Background: an optimization exercise with open tools, aiming at small area, a short achievable clock period and few clock cycles per item. Do not read the settings as production practice. RTL that was checked went through simulation tests only; none was proved equivalent to the original. Power is estimated from default activity; no workload was simulated.

==> inputs of run B <==
Design crsf_core, start of the top module:
module crsf_core (
  input  wire        clk,
  input  wire        rst,
  input  wire        req_valid,
  input  wire        req_write,
  input  wire [1:0]  req_space,
  input  wire [6:0]  req_addr,
  input  wire [23:0] req_wdata,
  output reg         rsp_valid,
  output wire [23:0] rsp_rdata
);
  localparam [1:0] SP_FB = 2'd0;
  localparam [1:0] SP_CH = 2'd1;
  localparam [1:0] SP_CR = 2'd2;
  localparam [2:0] M_IDLE   = 3'd0;
  localparam [2:0] M_CRC    = 3'd1;    
  localparam [2:0] M_PACK   = 3'd2;    
  localparam [2:0] M_BUILD  = 3'd3;    
  localparam [2:0] M_UNPACK = 3'd4;    
  integer i, j, b;
  genvar gi, gb, gr;
  reg [7:0]  fbe [0:32];    
  reg [7:0]  fbo [0:32];    
  reg [15:0] ch  [0:15];
  reg [6:0]  fblen;
  reg [7:0]  crcres;
  reg        cls_valid;
  reg [7:0]  cls_type;
  reg        val_ok;
  reg [2:0]  val_cause;
  reg [2:0]  err;           
  reg [2:0]  mode;
  reg        st;            
  reg        is_val;        
  reg [6:0]  ptr;           
  reg [7:0]  acc;
  reg [6:0]  cnt;           
  reg [3:0]  wi;            
  reg [15:0] pr;            
  reg        pv;            
  reg        psz;           
  reg        fbw;           
  reg        pend;
  reg        p_write;
  reg [1:0]  p_space;
  reg [6:0]  p_addr;
  reg [7:0]  p_whi;
  reg [15:0] rdata;
  assign rsp_rdata = {8'd0, rdata};
  wire        c_valid = pend | req_valid;
  wire        c_write = pend ? p_write : req_write;
  wire [1:0]  c_space = pend ? p_space : req_space;
  wire [6:0]  c_addr  = pend ? p_addr  : req_addr;
  wire [23:0] c_wdata = pend ? {p_whi, rdata} : req_wdata;
  wire [2:0]  c_reg   = c_addr[2:0];
  wire busy = (mode != M_IDLE);
  wire [6:0] bw = {2'b00, wi, 1'b1} + 7'd2;
  wire rd_ok =
      c_space[1] ||
      (c_space == SP_CH && (mode == M_BUILD || wi > c_addr[3:0])) ||
      (c_space == SP_FB && mode == M_BUILD &&
       (c_addr < bw || c_addr >= 7'd26));
  wire go_w = c_valid && c_write && !busy;
  wire go_r = c_valid && !c_write && (!busy || rd_ok);
  wire go   = go_w || go_r;
  wire w_fb = go_w && (c_space == SP_FB);
  wire w_ch = go_w && (c_space == SP_CH);
  wire w_cr = go_w && (c_space == SP_CR);
  ...
==> flow/config.mk <==
export PLATFORM = sky130hd
export DESIGN_NAME = crsf_core
export DESIGN_NICKNAME = crsf_core
export VERILOG_FILES = /design/flow/design.v
export SDC_FILE = /design/flow/constraint.sdc
export NUM_CORES = 4
export LEC_CHECK = 0
export CAP_MARGIN = 20
export CELL_PAD_IN_SITES_DETAIL_PLACEMENT = 1
export CELL_PAD_IN_SITES_GLOBAL_PLACEMENT = 1
export CORE_MARGIN = 2
export CORE_UTILIZATION = 40
export CTS_CLUSTER_DIAMETER = 85
export CTS_CLUSTER_SIZE = 26
export SETUP_SLACK_MARGIN = 3.0
export SLEW_MARGIN = 20
export SYNTH_HIERARCHICAL = 1
==> flow/constraint.sdc <==
create_clock -name core_clock -period 7.0 [get_ports {clk}]
set_input_delay 1.4000 -clock core_clock [delete_from_list [all_inputs] [get_ports {clk}]]
set_output_delay 1.4000 -clock core_clock [all_outputs]
set_load 0.01 [all_outputs]
run.sh (not shown) runs the stock make flow with config.mk's settings and CLKGATE_MAP_FILE= SYNTH_SCRIPT=/design/flow/synth_recipe.tcl, a recipe that flattens the netlist after the stock synthesis.
==> run H: changes against run B <==
- CTS_CLUSTER_DIAMETER: 85 -> 70
- CTS_CLUSTER_SIZE: 26 -> 22
- GPL_TIMING_DRIVEN: not set -> 1
==> run P: changes against run B <==
--- a/flow/design.v
+++ b/flow/design.v
@@ -41,12 +41,19 @@
   reg        val_ok;
   reg [2:0]  val_cause;
   reg [2:0]  err;           
   reg [2:0]  mode;
   reg        st;            
+  reg [2:0]  mode_nx;       
+  reg        st_nx;         
+  reg        pend_nx;       
+  reg        rsel_q, rsel_p, rsel_e;
+  reg        wsel_q, wsel_p, wsel_e;
   reg        is_val;        
   reg [6:0]  ptr;           
+  reg [6:0]  ptr1;          
+  reg [6:0]  ptr_nx;        
   reg [7:0]  acc;
   reg [6:0]  cnt;           
   reg [3:0]  wi;            
   reg [15:0] pr;            
   reg        pv;            
@@ -105,20 +112,19 @@
                           .out(crc_d));
   wire       s_upd = fbw && (s_ext || s_rs2);
   wire       s_clr = fbw && !s_ext && !s_rs2 && s_inv;
   wire [7:0] acc_eff = s_upd ? crc_d : s_clr ? 8'h00 : acc;
   wire [6:0] ptr_eff = s_upd ? p_addr + 7'd1 : s_clr ? 7'd2 : ptr;
-  wire [6:0] ptr1   = ptr + 7'd1;
-  wire       eng_rd = (mode == M_CRC) || (mode == M_UNPACK);
+  wire       eng_rd = rsel_e;
   wire       h_req  = !pend;
   wire [32:0] rs_e, rs_o;
-  crsf_dec33 u_rde (.a0(req_addr[6:1]), .s0(!eng_rd && h_req),
-                    .a1(p_addr[6:1]),   .s1(!eng_rd && !h_req),
-                    .a2(ptr1[6:1]),     .s2(eng_rd), .en(1'b1), .y(rs_e));
-  crsf_dec33 u_rdo (.a0(req_addr[6:1]), .s0(!eng_rd && h_req),
-                    .a1(p_addr[6:1]),   .s1(!eng_rd && !h_req),
-                    .a2(ptr[6:1]),      .s2(eng_rd), .en(1'b1), .y(rs_o));
+  crsf_dec33 u_rde (.a0(req_addr[6:1]), .s0(rsel_q),
+                    .a1(p_addr[6:1]),   .s1(rsel_p),
+                    .a2(ptr1[6:1]),     .s2(rsel_e), .en0(1'b1), .en1(1'b1), .y(rs_e));
+  crsf_dec33 u_rdo (.a0(req_addr[6:1]), .s0(rsel_q),
+                    .a1(p_addr[6:1]),   .s1(rsel_p),
+                    .a2(ptr[6:1]),      .s2(rsel_e), .en0(1'b1), .en1(1'b1), .y(rs_o));
   wire [2:0] pe [0:7];
   wire [2:0] po [0:7];
   wire [7:0] rd_e, rd_o;
   generate
     for (gb = 0; gb < 8; gb = gb + 1) begin : g_rbit
@@ -171,26 +177,28 @@
   endgenerate
   wire [7:0] crc_p1, crc_p2;
   crsf_crc8_step u_crc_lo (.acc(acc),    .data(pr[7:0]),  .out(crc_p1));
   crsf_crc8_step u_crc_hi (.acc(crc_p1), .data(pr[15:8]), .out(crc_p2));
   wire [7:0] crc_pn = psz ? crc_p2 : crc_p1;
-  wire       eng_wr = ((mode == M_PACK) || (mode == M_BUILD)) && !st;
+  wire       eng_wr = wsel_e;
   wire       build_last = (mode == M_BUILD) && !st && (ptr == 7'd25);
   wire       b_crcw = build_last && !pv;
   wire [7:0] wlo = build_last ? acc : pw[7:0];
   wire [7:0] whi = pw[15:8];
+  wire       hwe_e = w_fb && !c_addr[0];      
+  wire       hwe_o = w_fb && c_addr[0];
   wire       we_e = eng_wr ? !build_last : (w_fb && !c_addr[0]);
   wire       we_o = eng_wr ? (!build_last || b_crcw) : (w_fb && c_addr[0]);
   wire [7:0] bus_e = eng_wr ? (ptr[0] ? whi : wlo) : c_wdata[7:0];
   wire [7:0] bus_o = eng_wr ? (ptr[0] ? wlo : whi) : c_wdata[7:0];
   wire [32:0] ws_e, ws_o;
-  crsf_dec33 u_wde (.a0(req_addr[6:1]), .s0(!eng_wr && h_req),
-                    .a1(p_addr[6:1]),   .s1(!eng_wr && !h_req),
-                    .a2(ptr1[6:1]),     .s2(eng_wr), .en(we_e), .y(ws_e));
-  crsf_dec33 u_wdo (.a0(req_addr[6:1]), .s0(!eng_wr && h_req),
-                    .a1(p_addr[6:1]),   .s1(!eng_wr && !h_req),
-                    .a2(ptr[6:1]),      .s2(eng_wr), .en(we_o), .y(ws_o));
+  crsf_dec33 u_wde (.a0(req_addr[6:1]), .s0(wsel_q),
+                    .a1(p_addr[6:1]),   .s1(wsel_p),
+                    .a2(ptr1[6:1]),     .s2(wsel_e), .en0(hwe_e), .en1(we_e), .y(ws_e));
+  crsf_dec33 u_wdo (.a0(req_addr[6:1]), .s0(wsel_q),
+                    .a1(p_addr[6:1]),   .s1(wsel_p),
+                    .a2(ptr[6:1]),      .s2(wsel_e), .en0(hwe_o), .en1(we_o), .y(ws_o));
   reg [32:0] en_e, en_o;
   always @* begin
     for (j = 0; j < 33; j = j + 1) begin
       en_e[j] = rst || ws_e[j] || (build_go && j <= 1);
       en_o[j] = rst || ws_o[j] || (build_go && j == 0);
@@ -277,16 +285,14 @@
           assign nx[1] = ~(cr_val[gb] & s_val);
         end else begin : g_e
           assign nx[1] = 1'b1;
         end
         assign early = &nc & &nx;
-        wire fe, fo;
-        crsf_aoi222 u_fe (.a0(pe[gb][0]), .s0(s_fbe), .a1(pe[gb][1]), .s1(s_fbe),
-                          .a2(pe[gb][2]), .s2(s_fbe), .y(fe));
-        crsf_aoi222 u_fo (.a0(po[gb][0]), .s0(s_fbo), .a1(po[gb][1]), .s1(s_fbo),
-                          .a2(po[gb][2]), .s2(s_fbo), .y(fo));
-        crsf_nand3 u_out (.a({early, fe, fo}), .y(rd_next[gb]));
+        wire f;
+        crsf_aoi22 u_f (.a0(rd_e[gb]), .s0(s_fbe),
+                        .a1(rd_o[gb]), .s1(s_fbo), .y(f));
+        crsf_nand2 u_out (.a(early), .b(f), .y(rd_next[gb]));
       end else if (gb == 8) begin : g_8
         assign nx = {1'b1, ~(cls_valid & s_cls)};
         assign early = &nc & &nx;
         assign rd_next[gb] = ~early;
       end else begin : g_hi
@@ -314,12 +320,19 @@
     if (rst) begin
       pend      <= 1'b0;
       rsp_valid <= 1'b0;
       mode      <= M_IDLE;
       st        <= 1'b0;
+      rsel_q    <= 1'b1;
+      rsel_p    <= 1'b0;
+      rsel_e    <= 1'b0;
+      wsel_q    <= 1'b1;
+      wsel_p    <= 1'b0;
+      wsel_e    <= 1'b0;
       is_val    <= 1'b0;
       ptr       <= 7'd2;
+      ptr1      <= 7'd3;
       acc       <= 8'h00;
       cnt       <= 7'd0;
       wi        <= 4'd0;
       pv        <= 1'b0;
       psz       <= 1'b0;
@@ -330,109 +343,111 @@
       cls_type  <= 8'h00;
       val_ok    <= 1'b0;
       val_cause <= 3'd0;
       err       <= 3'b000;
     end else begin
-      pend      <= c_valid && !go;
+      pend_nx    = c_valid && !go;
+      mode_nx    = mode;
+      st_nx      = st;
       rsp_valid <= go;
       fbw       <= w_fb && (c_addr < 7'd66);
       acc       <= acc_eff;
-      ptr       <= ptr_eff;
+      ptr_nx     = ptr_eff;
       case (mode)
         M_CRC: begin
           if (st) begin
-            st <= 1'b0;
+            st_nx = 1'b0;
             pv <= 1'b0;
             if (is_val) begin
-              ptr <= 7'd2;
+              ptr_nx = 7'd2;
               acc <= 8'h00;
               cnt <= hdr_len[6:0];
             end else if (bad) begin
               err[1]    <= 1'b1;
               rsp_valid <= 1'b1;
-              mode      <= M_IDLE;
+              mode_nx      = M_IDLE;
             end else begin
-              ptr <= rdata[14:8];
+              ptr_nx = rdata[14:8];
               cnt <= rdata[6:0];
               acc <= 8'h00;
             end
           end else begin
             if (pv)
               acc <= crc_pn;
             if (issue) begin
               pv  <= 1'b1;
               psz <= two;
-              ptr <= ptr + (two ? 7'd2 : 7'd1);
+              ptr_nx = ptr + (two ? 7'd2 : 7'd1);
               cnt <= cnt - (two ? 7'd2 : 7'd1);
             end else begin
               pv        <= 1'b0;
               rsp_valid <= 1'b1;
-              mode      <= M_IDLE;
+              mode_nx      = M_IDLE;
               if (is_val) begin
                 val_ok    <= (crc_res == 8'h00);
                 val_cause <= (crc_res == 8'h00) ? 3'd0 : 3'd4;
               end else begin
                 crcres <= crc_res;
                 acc    <= 8'h00;
-                ptr    <= 7'd2;
+                ptr_nx    = 7'd2;
               end
             end
           end
         end
         M_PACK: begin
           if (st) begin
-            st  <= 1'b0;
-            ptr <= rdata[14:8];
+            st_nx  = 1'b0;
+            ptr_nx = rdata[14:8];
           end else begin
-            ptr <= ptr + 7'd2;
+            ptr_nx = ptr + 7'd2;
             wi  <= wi + 4'd1;
             if (wi == 4'd10) begin
               rsp_valid <= 1'b1;
-              mode      <= M_IDLE;
+              mode_nx      = M_IDLE;
               wi        <= 4'd0;
               acc       <= 8'h00;
-              ptr       <= 7'd2;
+              ptr_nx       = 7'd2;
             end
           end
         end
         M_BUILD: begin
           if (st) begin
-            st  <= 1'b0;
-            ptr <= 7'd3;
+            st_nx  = 1'b0;
+            ptr_nx = 7'd3;
             acc <= 8'hD3;                     
           end else begin
             if (pv)
               acc <= crc_p2;
             if (!build_last) begin
               pv  <= 1'b1;
-              ptr <= ptr + 7'd2;
+              ptr_nx = ptr + 7'd2;
               wi  <= wi + 4'd1;
             end else if (pv) begin
               pv  <= 1'b0;
             end else begin
-              mode <= M_IDLE;
+              mode_nx = M_IDLE;
               wi   <= 4'd0;
               acc  <= 8'h00;                  
-              ptr  <= 7'd26;
+              ptr_nx  = 7'd26;
             end
           end
         end
         M_UNPACK: begin
           if (st) begin
-            st  <= 1'b0;
-            ptr <= rdata[14:8];
+            st_nx  = 1'b0;
+            ptr_nx = rdata[14:8];
           end else begin
-            ptr <= ptr + 7'd2;
+            ptr_nx = ptr + 7'd2;
             pv  <= 1'b1;
             if (pv) begin
               wi <= wi + 4'd1;
               if (wi == 4'd10) begin
-                mode <= M_IDLE;
+                mode_nx = M_IDLE;
                 wi   <= 4'd0;
                 pv   <= 1'b0;
                 acc  <= 8'h00;
-                ptr  <= 7'd2;
+                ptr_nx  = 7'd2;
               end
             end
           end
         end
         default: ;
@@ -447,12 +462,12 @@
             else
               fblen <= c_wdata[6:0];
           end
           3'd1: begin
             if (is_crc8) begin
-              mode      <= M_CRC;
-              st        <= 1'b1;
+              mode_nx      = M_CRC;
+              st_nx        = 1'b1;
               is_val    <= 1'b0;
               rsp_valid <= 1'b0;
             end else if (is_classify) begin
               if (fblen < 7'd3) begin
                 cls_valid <= 1'b0;
@@ -477,36 +492,47 @@
                 val_cause <= 3'd3;              
               end else if ({1'b0, ptr_eff} == hdr_end) begin
                 val_ok    <= (acc_eff == 8'h00);
                 val_cause <= (acc_eff == 8'h00) ? 3'd0 : 3'd4;
               end else begin
-                mode      <= M_CRC;
-                st        <= 1'b1;
+                mode_nx      = M_CRC;
+                st_nx        = 1'b1;
                 is_val    <= 1'b1;
                 rsp_valid <= 1'b0;
               end
             end else if (is_pack || is_unpack) begin
               if (cmd_a > 8'd44) begin
                 err[1] <= 1'b1;
               end else begin
-                mode      <= is_pack ? M_PACK : M_UNPACK;
-                st        <= 1'b1;
+                mode_nx      = is_pack ? M_PACK : M_UNPACK;
+                st_nx        = 1'b1;
                 rsp_valid <= !is_pack;
               end
             end else if (is_build) begin
-              mode  <= M_BUILD;
-              st    <= 1'b1;
+              mode_nx  = M_BUILD;
+              st_nx    = 1'b1;
               fblen <= 7'd26;
             end else begin
               err[0] <= 1'b1;                   
             end
           end
           3'd5: err <= err & ~c_wdata[2:0];
           3'd6, 3'd7: err[1] <= 1'b1;
           default: ;
         endcase
       end
+      pend <= pend_nx;
+      mode <= mode_nx;
+      st   <= st_nx;
+      rsel_e <= (mode_nx == M_CRC) || (mode_nx == M_UNPACK);
+      rsel_q <= !((mode_nx == M_CRC) || (mode_nx == M_UNPACK)) && !pend_nx;
+      rsel_p <= !((mode_nx == M_CRC) || (mode_nx == M_UNPACK)) && pend_nx;
+      wsel_e <= ((mode_nx == M_PACK) || (mode_nx == M_BUILD)) && !st_nx;
+      wsel_q <= !(((mode_nx == M_PACK) || (mode_nx == M_BUILD)) && !st_nx) && !pend_nx;
+      wsel_p <= !(((mode_nx == M_PACK) || (mode_nx == M_BUILD)) && !st_nx) && pend_nx;
+      ptr  <= ptr_nx;
+      ptr1 <= ptr_nx + 7'd1;
     end
   end
 endmodule
 module crsf_aoi222 (
   input  wire a0, s0, a1, s1, a2, s2,
@@ -530,31 +556,42 @@
   input  wire [2:0] a,
   output wire       y
 );
   assign y = ~&a;
 endmodule
+module crsf_nand2 (
+  input  wire a, b,
+  output wire y
+);
+  assign y = ~(a & b);
+endmodule
 module crsf_dec33 (
   input  wire [5:0]  a0,
   input  wire        s0,
   input  wire [5:0]  a1,
   input  wire        s1,
   input  wire [5:0]  a2,
   input  wire        s2,
-  input  wire        en,
+  input  wire        en0,
+  input  wire        en1,
   output reg  [32:0] y
 );
-  wire [5:0] a = ({6{s0}} & a0) | ({6{s1}} & a1) | ({6{s2}} & a2);
-  reg [7:0] lo;
-  reg [4:0] hi;
+  wire [5:0] b = ({6{s1}} & a1) | ({6{s2}} & a2);
+  reg [7:0] lo0, lo1;
+  reg [4:0] hi0, hi1;
   integer k;
   always @* begin
-    for (k = 0; k < 8; k = k + 1)
-      lo[k] = (a[2:0] == k);
-    for (k = 0; k < 5; k = k + 1)
-      hi[k] = en && (a[5:3] == k);
+    for (k = 0; k < 8; k = k + 1) begin
+      lo0[k] = (a0[2:0] == k);
+      lo1[k] = (b[2:0] == k);
+    end
+    for (k = 0; k < 5; k = k + 1) begin
+      hi0[k] = en0 && s0 && (a0[5:3] == k);
+      hi1[k] = en1 && (s1 || s2) && (b[5:3] == k);
+    end
     for (k = 0; k < 33; k = k + 1)
-      y[k] = lo[k % 8] && hi[k / 8];
+      y[k] = (lo0[k % 8] && hi0[k / 8]) || (lo1[k % 8] && hi1[k / 8]);
   end
 endmodule
 module crsf_dec16 (
   input  wire [3:0]  a0,
   input  wire        s0,
- CORE_UTILIZATION: 40 -> 50
- CTS_CLUSTER_DIAMETER: 85 -> not set
- CTS_CLUSTER_SIZE: 26 -> not set
- SETUP_SLACK_MARGIN: 3.0 -> 3.3
==> qor summary <==
metric	run P	run H	run B
Outcome	no timing/DRC/antenna violations	no timing/DRC/antenna violations	no timing/DRC/antenna violations
Layout filler cell count	8304	10410	10473
Internal portion of total power	9890 uW	9440 uW	8670 uW
Worst skew pair latency	0.70 ns	0.69 ns	0.71 ns
First-pass DRT Iterations	17	13	14
Time the worst path needs with I/O delays and setup	4.03 ns	4.10 ns	4.12 ns
Hold path startpoint	ch[4][13]	cls_valid	cls_valid
Data arrival time of the critical path	4.63 ns	4.60 ns	4.64 ns
Xor/xnor share of the synthesized area	0.0289	0.0307	0.0307
Worst reg-to-reg setup slack	2.97 ns	2.90 ns	2.94 ns
Total vias in the final route	35630	31802	31734
Routed wl met2	82.3 mm	79.1 mm	79.5 mm
Clk pwr	5040 uW	4400 uW	3420 uW
Maximum fanout along the worst path	4	11	8
Length in cells of the worst reg-to-reg path	16	13	15
Fraction of area in registers	0.506	0.538	0.547
Area of the die	0.0886 sq mm	0.106 sq mm	0.106 sq mm
Category of the worst setup path launch point	register	register	input port
Inverter count of the layout excluding clock inverters	59	42	42
Power Combinational	1810 uW	2260 uW	2280 uW
Vertical die dimension	298 um	326 um	326 um
Cell at the slowest stage of the critical path	sky130_fd_sc_hd__xnor3_1	sky130_fd_sc_hd__a222oi_1	sky130_fd_sc_hd__a222oi_1
Testbench counts of run B, summed over its fixed seeds: cycles 31,442, transactions 28,833.
Testbench counts of run H, summed over its fixed seeds: cycles 31,442, transactions 28,833.
No functional check of the RTL was part of run P.

re-timing with driven ports:
The flow's constraints put no driver on any port. The routed layouts listed below were extracted and timed again, unchanged, in two steps. Step 1 sets driving cells, clkbuf_16 on the clock port and buf_2 on the other inputs (assumed; they add their load-dependent delay and slew). Step 2 moves the port delays by t, midway between the first and last clock arrival at a register: inputs arrive t later, outputs are due t later. That takes back most of the time a late clock gives input paths. Slacks: ideal / step 1 / step 2; pairs: ideal / step 1.
run | t, ns | setup slack, ns | hold slack, ns | worst setup path after step 2 | worst register clock-pin slew, ns
run B | 0.748 | 2.882 / 2.922 / 2.175 | 0.472 / 0.472 / 0.472 | input to register | 0.11 / 0.11
run H | 0.730 | 2.904 / 2.904 / 2.267 | 0.472 / 0.472 / 0.472 | input to register | 0.09 / 0.09
run P | 0.758 | 2.967 / 2.967 / 2.362 | 0.478 / 0.478 / 0.478 | input to register | 0.07 / 0.07
After both steps every run listed still meets setup and hold. For run B, which loses most, drivers alone change the setup slack by +0.040 ns; drivers and shift together by -0.707 ns.
